Source: an optimization exercise on an open RTL-to-GDS flow (aim: small area, a short achievable clock period and few clock cycles). Production flows keep margins and buffers that such runs may drop. In this exercise RTL edits were held to simulation tests only and were not proved equivalent to the original. Power is estimated from default activity; no workload was simulated.

==> inputs of v9 <==
Design tgui_blit, start of the top module:
module tgui_blit (
    input             clk,
    input             rst,
    input             cmd_valid,
    input      [7:0]  cmd_code,
    input      [7:0]  cmd_rop,
    input      [15:0] cmd_flags,
    input      [31:0] cmd_fg,
    input      [31:0] cmd_bg,
    input      [15:0] cmd_dst_x,
    input      [15:0] cmd_dst_y,
    input      [15:0] cmd_src_x,
    input      [15:0] cmd_src_y,
    input      [15:0] cmd_size_x,
    input      [15:0] cmd_size_y,
    input      [15:0] cmd_clip_left,
    input      [15:0] cmd_clip_top,
    input      [15:0] cmd_clip_right,
    input      [15:0] cmd_clip_bottom,
    input      [9:0]  cmd_rowoffset,
    input      [1:0]  cmd_bpp,
    input             pat_we,
    input      [5:0]  pat_addr,
    input      [7:0]  pat_data,
    output            busy,
    output            mem_req,
    output            mem_we,
    output     [19:0] mem_addr,
    output     [1:0]  mem_size,
    output     [31:0] mem_wdata,
    input             mem_ready,
    input             mem_rvalid,
    input      [31:0] mem_rdata
);
    localparam F_SRCPAT    = 1;
    localparam F_SRCDISP   = 2;
  ...
export LEC_CHECK = 0
export ABC_AREA = 1
export CAP_MARGIN = 20
export CORE_MARGIN = 2
export CORE_UTILIZATION = 55
export PLACE_DENSITY = 0.7
export SETUP_SLACK_MARGIN = 5
export SLEW_MARGIN = 20
export TNS_END_PERCENT = 0
create_clock -name core_clock -period 12.0 [get_ports {clk}]
standard.sh (not shown) runs the stock make flow with config.mk's settings and CLKGATE_MAP_FILE= SYNTH_SCRIPT=/design/flow/synth_recipe.tcl, a recipe that flattens the netlist after the stock synthesis.
==> flow/flow/run.sh <==
#!/bin/bash
set -euo pipefail
bash standard.sh SETUP_SLACK_MARGIN=9 "BUFFER_PORTS_ARGS=-buffer_cell sky130_fd_sc_hd__buf_2" finish > layout_make.log 2>&1
==> inputs of v8, as changes to v9 <==
--- a/flow/design.v
+++ b/flow/design.v
@@ -96,13 +96,12 @@
     reg [23:0] e_pb_v;
     reg [1:0] tq0, tq1, tq2;
     reg [1:0] tcnt;
     reg        o_req, o_we;
     reg [1:0]  o_slot;
     reg [19:0] o_addr;
-    reg [1:0]  o_size;
     reg [31:0] o_wdata;
     wire [1:0]  in_sh   = (cmd_bpp == 2'd0) ? 2'd0 : (cmd_bpp == 2'd1) ? 2'd1 : 2'd2;
     wire        in_use_src = (((cmd_rop & 8'h33) ^ ((cmd_rop >> 2) & 8'h33)) != 8'h00);
     wire        in_use_dst = (((cmd_rop ^ (cmd_rop >> 1)) & 8'h55) != 8'h00);
     wire        in_line = (cmd_code == 8'h04);
     wire        in_vec  = (cmd_code == 8'h05) || (cmd_code == 8'h06);
@@ -114,14 +113,12 @@
     wire [19:0] in_xb   = {17'd0, in_sh == 2'd2, in_sh == 2'd1, in_sh == 2'd0};
     wire [19:0] in_xdb  = in_xneg ? (20'd0 - in_xb) : in_xb;
     wire [19:0] in_ro8  = {7'd0, cmd_rowoffset, 3'd0};
     wire [19:0] in_yb   = in_yneg ? (20'd0 - in_ro8) : in_ro8;
     wire [14:0] in_szx  = cmd_size_x[15] ? 15'd0 : cmd_size_x[14:0];
     wire [14:0] in_szy  = cmd_size_y[15] ? 15'd0 : cmd_size_y[14:0];
-    wire [19:0] in_xrs  = {5'd0, in_szx} << in_sh;
-    wire [19:0] in_q2   = in_vec ? (in_vxen ? in_xdb : 20'd0) : (in_xrs ^ {20{!in_xneg}});
     wire [31:0] in_em   = (in_sh == 2'd0) ? 32'h000000ff : (in_sh == 2'd1) ? 32'h0000ffff : 32'hffffffff;
     wire [31:0] in_tcol = cmd_flags[F_TRANSREV] ? cmd_fg : cmd_bg;
     wire        in_trfg = (((cmd_fg ^ in_tcol) & in_em) == 32'd0);
     wire        in_trbg = (((cmd_bg ^ in_tcol) & in_em) == 32'd0);
     wire        in_tz   = ((in_tcol & in_em) == 32'd0);
     wire        in_thz  = ((in_tcol[31:8] & in_em[31:8]) == 24'd0);
@@ -226,16 +223,16 @@
     wire p_pop    = p_take || (p_val && p_tr);   
     wire adv      = running && !stop_now && !skip_now && (q_cnt != 2'd2);
     wire p_load   = adv && clip_ok;
     assign mem_req   = o_req;
     assign mem_we    = o_we;
     assign mem_addr  = o_addr;
-    assign mem_size  = o_size;
+    assign mem_size  = sh;
     assign mem_wdata = o_wdata;
-    reg        busy_r;
-    assign busy = busy_r;
+    reg  [2:0] ev;                       
+    assign busy = (phase != P_IDLE) || p_val || (|ev);
     wire taken    = o_req && mem_ready;
     wire rd_taken = taken && !o_we;
     wire        err_ge  = !err[31];
     wire        last    = (mode == M_BLT) ? (row_end && ycnt == 15'd0) : (ycnt == 15'd0);
     wire        use_b   = (mode == M_BLT) ? row_end : (mode == M_LINE) ? err_ge : 1'b1;
     wire        mvx     = (mode == M_LINE) ? (err_ge || !ymaj) : vxen;
@@ -253,16 +250,17 @@
     wire [19:0] da_a = running ? dst_a : setup_fin ? dst_a : {dst_a[18:0], 1'b0};
     wire [19:0] da_b = running ? stp   : setup_fin ? xs    : (ro_n[9] ? y8 : 20'd0);
     wire [19:0] sa_a = running ? src_a : setup_fin ? src_a : {src_a[18:0], 1'b0};
     wire [19:0] sa_b = running ? stp   : setup_fin ? sxs   : (ro_n[9] ? sy8 : 20'd0);
     wire [19:0] da_n = da_a + da_b + {19'd0, running && s_inv};
     wire [19:0] sa_n = sa_a + sa_b + {19'd0, running && s_inv};
+    wire [19:0] xrs  = {5'd0, xrel} << sh;
     wire [19:0] xdb  = xneg ? (20'd0 - {17'd0, sh == 2'd2, sh == 2'd1, sh == 2'd0})
                             : {17'd0, sh == 2'd2, sh == 2'd1, sh == 2'd0};
     wire        q2_inv = (mode == M_BLT) && !xneg;
-    wire [19:0] q2   = (mode == M_LINE) ? xdb : err[19:0];
+    wire [19:0] q2   = (mode == M_BLT) ? (xrs ^ {20{q2_inv}}) : vxen ? xdb : 20'd0;
     reg [8:0] e_st_n;
     integer k;
     always @* begin
         e_st_n = e_st_v;
         for (k = 0; k < 3; k = k + 1) begin
             if (taken && o_we && o_slot == k)
@@ -279,24 +277,18 @@
                     e_st_n[3*k +: 3] = sel_rvw ? E_OW : E_NW;
             end
             if (p_take && free_i == k)
                 e_st_n[3*k +: 3] = (srcm == SRC_DISP) ? E_WS : usedst ? E_WD : E_NW;
         end
     end
-    wire in_start = ((cmd_code == 8'h01) && (cmd_flags[F_SRCDISP] || cmd_flags[F_SRCPAT] || !in_use_src)) ||
-                    (cmd_code == 8'h03) || in_line || in_vec;
-    wire [1:0] q_cnt_n = q_cnt + (p_load ? 2'd1 : 2'd0) - (p_pop ? 2'd1 : 2'd0);
-    wire walk_n = (phase == P_IDLE)  ? (cmd_valid && !busy && in_start) :
-                  (phase == P_RUN)   ? !(stop_now || (!skip_now && adv && last)) : 1'b1;
-    wire busy_n = walk_n || (q_cnt_n != 2'd0) || (e_st_n != 9'd0);
     integer i;
     always @(posedge clk) begin
         if (rst) begin
             phase  <= P_IDLE;
             e_st_v <= 9'd0;
-            busy_r <= 1'b0;
+            ev     <= 3'd0;
             tcnt   <= 2'd0;
             q_cnt  <= 2'd0;
             q_hd   <= 1'b0;
             q_tl   <= 1'b0;
             o_req  <= 1'b0;
         end else begin
@@ -310,13 +302,12 @@
                 2'd1: tq1 <= o_slot;
                 default: tq2 <= o_slot;
                 endcase
             end
             tcnt <= tcnt + (rd_taken ? 2'd1 : 2'd0) - (rv ? 2'd1 : 2'd0);
             if (!hold) begin
-                o_wdata <= sel_rvw ? m_out : e_dat_v[32*nw_i +: 32];
                 o_req <= ((sel_rvw || sel_rvd) && !rv_sq) || sel_nw || sel_nd || sel_p;
                 o_we  <= sel_rvw || sel_nw;
                 if (sel_rvw || sel_rvd) begin
                     o_slot <= rt;
                     o_addr <= e_dst_v[20*rt +: 20];
                 end else if (sel_nw) begin
@@ -326,16 +317,17 @@
                     o_slot <= nd_i;
                     o_addr <= e_dst_v[20*nd_i +: 20];
                 end else begin
                     o_slot <= free_i;
                     o_addr <= (srcm == SRC_DISP) ? p_src : p_dst;
                 end
+                o_wdata <= sel_rvw ? m_out : e_dat_v[32*nw_i +: 32];
             end
             e_st_v <= e_st_n;
-            busy_r <= busy_n;
             for (i = 0; i < 3; i = i + 1) begin
+                ev[i] <= (e_st_n[3*i +: 3] != E_FREE);
                 if (rv && rt == i)
                     e_dat_v[32*i +: 32] <= (rt_ws && usedst) ? rdm : m_out;
                 if (p_take && free_i == i) begin
                     e_dst_v[20*i +: 20] <= p_dst;
                     e_pb_v[8*i +: 8]    <= p_pb;
                     e_dat_v[32*i +: 32] <= m_out;
@@ -355,21 +347,20 @@
                 end
             end
             if (p_load)
                 q_tl <= !q_tl;
             if (p_pop)
                 q_hd <= !q_hd;
-            q_cnt <= q_cnt_n;
+            q_cnt <= q_cnt + (p_load ? 2'd1 : 2'd0) - (p_pop ? 2'd1 : 2'd0);
             case (phase)
             P_IDLE: begin
                 if (cmd_valid && !busy) begin
                     rop_s    <= cmd_rop;
                     fg_s     <= cmd_fg;
                     bg_s     <= cmd_bg;
                     sh       <= in_sh;
-                    o_size   <= in_sh;
                     em1      <= (in_sh != 2'd0);
                     em2      <= (in_sh == 2'd2);
                     tr_fg    <= in_trfg;
                     tr_bg    <= in_trbg;
                     tr_cst   <= cmd_flags[F_SRCMONO] ? in_trbg : in_tz;
                     thz      <= in_thz;
@@ -380,13 +371,13 @@
                     clip_b   <= cmd_clip_bottom;
                     x0       <= cmd_dst_x;
                     dx       <= {{2{cmd_dst_x[15]}}, cmd_dst_x};
                     dy       <= {{2{cmd_dst_y[15]}}, cmd_dst_y};
                     k1_s     <= cmd_src_y;
                     k2_s     <= cmd_src_x;
-                    err      <= in_line ? {{16{cmd_size_x[15]}}, cmd_size_x} : {12'd0, in_q2};
+                    err      <= {{16{cmd_size_x[15]}}, cmd_size_x};
                     xrel     <= in_szx;
                     xcnt     <= in_szx;
                     ycnt     <= (cmd_code == 8'h03) ? 15'd0 : in_szy;
                     usedst   <= in_use_dst;
                     transrev <= cmd_flags[F_TRANSREV];
                     srcmono  <= cmd_flags[F_SRCMONO];
==> flow/flow/run.sh (replaced) <==
#!/bin/bash
set -euo pipefail
bash standard.sh SETUP_SLACK_MARGIN=8.5 "BUFFER_PORTS_ARGS=-buffer_cell sky130_fd_sc_hd__buf_2" finish > layout_make.log 2>&1
TNS_END_PERCENT = default   (was 0)
==> notes <==
Worst hold slack: v8 is worse than v9 (0.023 ns). Of v9 and v8, v8 has the higher power (gap 11%, measured against v8). Sequential share of layout area: v9 is higher than v8 (3.9 points). In v8 the clock skew is higher than in v9, by 0.018 ns. v9 finished clean. v8 produced a layout that fails on capacitance limit, slew limit. In v8 the routed wire length is higher than in v9, by 14%.
==> figures <==
item                                                                  v8                       v9
Final number of max-transition violations                             11                        0
Timing-limited maximum frequency                                 226 MHz                  229 MHz
PnR Total Power                                                  17.0 mW                  15.1 mW
Worst R2R Start                                                  mode[1]                  patmono
Final layout net count                                              9466                     9348
Via count                                                          69.1k                    64.4k
Routing usage on met1                                              50.2%                    48.9%
Worst Tran Pin Value                                             2.02 ns                  1.14 ns
Status                                                   failed layout checks  complete, no violations
Violated checks                            capacitance limit, slew limit                        -
Register fraction of the total cell area                           41.8%                    45.6%
Clock period minus worst slack                                   4.42 ns                  4.36 ns
Testbench counts of v9, summed over its fixed seeds: cycles 298,733.
Testbench counts of v8, summed over its fixed seeds: cycles 298,733.

afterwards: timing with drivers on the ports:
How much do the figures lean on ideal ports? The routed layouts below were timed once more, with nothing changed but the port constraints. Step 1 sets driving cells, clkbuf_16 on the clock port and buf_2 on the other inputs (assumed; they add their load-dependent delay and slew). Step 2 also shifts input and output timing later by t, the mid clock arrival at the registers, as if the neighbouring blocks saw the same clock. Slacks: no drivers / after step 1 / after step 2; pairs: no drivers / after step 1.
| run | shift t [ns] | slack for setup (ns) | worst register clock-pin slew, ns | cell pins on the clock port's net |
|---|---|---|---|---|
| v9 | 0.857 | 7.639 / 7.639 / 6.833 | 0.07 / 0.07 | 1 |
| v8 | 0.891 | 7.580 / 7.580 / 7.152 | 0.07 / 0.07 | 1 |
The setup slack of v9, which loses most, moves by 0.000 ns with the drivers and by -0.806 ns with both steps.
